This is an optimization exercise on Yosys and OpenROAD, whose aim is small area, a short achievable clock period and few clock cycles, not a production implementation.
RTL that was checked went through simulation tests only; none was proved equivalent to the original.
No activity file was given, so power comes from the tool's default toggle rates.

Setup of run A:
==> flow/design.v (excerpt) <==
module symcodec_rx (
    input  wire        clk,
    input  wire        rst,
    input  wire        in_valid,
    output wire        in_ready,
    input  wire [63:0] in_data,     
    input  wire [3:0]  in_groups,   
    input  wire        in_last,     
    output reg         out_valid,
    output reg  [7:0]  out_byte,
    output reg  [2:0]  out_kind,    
    output reg         done,
    output wire [1:0]  res,         
    output wire [3:0]  cause,       
    output wire        chkmis,
    output wire [15:0] clean_bits,
    output wire [15:0] n_bytes,
    output wire [31:0] pre,
    output wire [15:0] len,
    output wire [7:0]  stored_chk,
    output wire [7:0]  calc_chk,
    output wire [15:0] bad_index,
    output wire [5:0]  bad_win
);
Size in the first run: about 1200 cells after synthesis, about 180 flip-flops, ~210 I/O pins.
export LEC_CHECK = 0
export ABC_AREA = 1
export CAP_MARGIN = 20
export CORE_MARGIN = 2
export CORE_UTILIZATION = 50
export SETUP_SLACK_MARGIN = 2.7
export SLEW_MARGIN = 20
create_clock -name core_clock -period 5.0 [get_ports {clk}]
standard.sh (not shown) runs the stock make flow with config.mk's settings and CLKGATE_MAP_FILE= SYNTH_SCRIPT=/design/flow/synth_recipe.tcl, a recipe that flattens the netlist after the stock synthesis.
==> flow/flow/run.sh <==
#!/bin/bash
# Standard ORFS layout (standard.sh: the standard flow's synthesis, floorplan, place, CTS,
# route, finish) with one change: the buffers that buffer_ports puts on every
# input and output port are sky130_fd_sc_hd__buf_1 cells instead of the
# default pick. The full make output goes to standard.log in this folder;
# each ORFS step's own log stays under orfs/logs/.
set -euo pipefail
export BUFFER_PORTS_ARGS="-buffer_cell sky130_fd_sc_hd__buf_1"
bash standard.sh > standard.log 2>&1
The following lists how run B was set up differently from run A:
diff --git a/flow/design.v b/flow/design.v
--- a/flow/design.v
+++ b/flow/design.v
@@ -184,16 +184,15 @@
     reg [15:0] len_r;
     reg [7:0]  xor_r;
     reg [7:0]  stored_r;
     reg        got_chk;
     reg        mis_r;        
     reg [5:0]  bad_r;        
     reg        chk_r;
-    reg         rst_d;
-    wire        fresh   = done || rst_d;
+    wire        fresh   = done;
     wire        ab_b    = aborted  && !fresh;
     wire        hl_b    = have_low && !fresh;
     wire [15:0] bc_b    = fresh ? 16'd0 : byte_cnt;
     wire [15:0] byte_inc  = byte_cnt + 16'd1;
     wire [4:0]  clean_lo  = {1'b0, clean_cnt[3:0]} + {1'b0, s3_n};
     wire [11:0] clean_hi1 = clean_cnt[15:4] + 12'd1;
     wire [15:0] clean_sum = {clean_lo[4] ? clean_hi1 : clean_cnt[15:4], clean_lo[3:0]};
@@ -240,34 +239,40 @@
             bad_r <= bad0 ? rev6(w0) : rev6(w1);
         out_byte <= new_byte;
         if (g0 && !(hl_b ^ g1))
             low_nib <= g1 ? d1[3:0] : d0[3:0];
         out_kind <= kind;
         if (byte_go)
             chk_r <= (byte_cnt == len_r + 16'd5);
-        aborted   <= ab_nx;
-        have_low  <= hl_b ^ g0 ^ g1;
-        byte_cnt  <= fresh ? {15'd0, byte_go} : byte_go ? byte_inc : byte_cnt;
-        clean_cnt <= fresh ? {12'd0, s3_n} : clean_sum;
-        if (clr)
-            xor_r <= 8'd0;
-        else if (byte_go && kind <= K_PAY)
-            xor_r <= x_b ^ new_byte;
-        else
-            xor_r <= x_b;
-        got_chk   <= gc_nx;
-        if (clr)
-            mis_r <= 1'b0;
-        else if (byte_go && at_chk)
-            mis_r <= (new_byte != x_b);
-        rst_d <= rst;
-        if (rst) begin
+        if (rst) begin
+            aborted   <= 1'b0;
+            have_low  <= 1'b0;
+            byte_cnt  <= 16'd0;
+            clean_cnt <= 16'd0;
+            xor_r     <= 8'd0;
+            got_chk   <= 1'b0;
+            mis_r     <= 1'b0;
             out_valid <= 1'b0;
             done      <= 1'b0;
         end else begin
+            aborted   <= ab_nx;
+            have_low  <= hl_b ^ g0 ^ g1;
+            byte_cnt  <= fresh ? {15'd0, byte_go} : byte_go ? byte_inc : byte_cnt;
+            clean_cnt <= fresh ? {12'd0, s3_n} : clean_sum;
+            if (clr)
+                xor_r <= 8'd0;
+            else if (byte_go && kind <= K_PAY)
+                xor_r <= x_b ^ new_byte;
+            else
+                xor_r <= x_b;
+            got_chk   <= gc_nx;
+            if (clr)
+                mis_r <= 1'b0;
+            else if (byte_go && at_chk)
+                mis_r <= (new_byte != x_b);
             out_valid <= byte_go;
             done      <= s3_last;
         end
     end
     assign res        = {aborted || !got_chk, 1'b1};
     assign cause      = aborted ? 4'd4 : !got_chk ? 4'd5 : mis_r ? 4'd3 : 4'd0;
     assign chkmis     = mis_r;
- Run B — power density relative to cell area 3.5% lower, run A as reference
- When run B is measured against run A, its minimum clock period after layout turns out 23 ps higher.
- Taking run A as the reference, in run B number of distinct library cells after synthesis decreased about 1.7%; length in cells of the worst reg-to-reg path increased 1; average wire per standard cell rose about 6.4%; switching power share of the total lower.
- In the flow results for run B and run A, the share of power burned in registers is smaller on run A.
- Diff run A -> run B: number of setup buffers added after CTS picked up an extra 41%, critical path depth +1.
- Relative to run A, part of the Yosys area used for sequential elements has gone down in run B.
- Compare run B and run A | final standard cell count with taps included and fillers excluded higher: run B
- Compared with run A, run B shows non-clock buffer count that has gone up slightly.
- Summary — least setup slack across all paths after layout, run B relative to run A: lower, by 23 ps.
Testbench counts of run B, summed over its fixed seeds: cycles 15,365.
Function not checked in run A: the RTL went through the layout flow alone.

-- separate check: timing with driven ports --
The results above use ideal ports. As a check the final layouts listed here were re-extracted and re-timed, cells and wires unchanged. Step 1, drivers: a clkbuf_16 drives clk and a buf_2 each remaining input, both assumed. Step 2 adds t to the input delays and takes it off the output delays; t is the mean of the earliest and latest rising clock arrival at the registers after step 1. Input paths then give back, and output paths get back, about the clock's delay inside the block. Slacks: no drivers / after step 1 / after step 2; pairs: no drivers / after step 1.
run	t, ns	setup slack, ns	slew at the worst register clock pin (ns)	cell pins on the clock port's net
run A	0.476	2.686 / 2.686 / 2.228	0.08 / 0.08	1
run B	0.457	2.662 / 2.662 / 2.264	0.07 / 0.07	1
After both steps every run listed still meets setup and hold. The setup slack of run A, which loses most, moves by 0.000 ns with the drivers and by -0.458 ns with both steps.
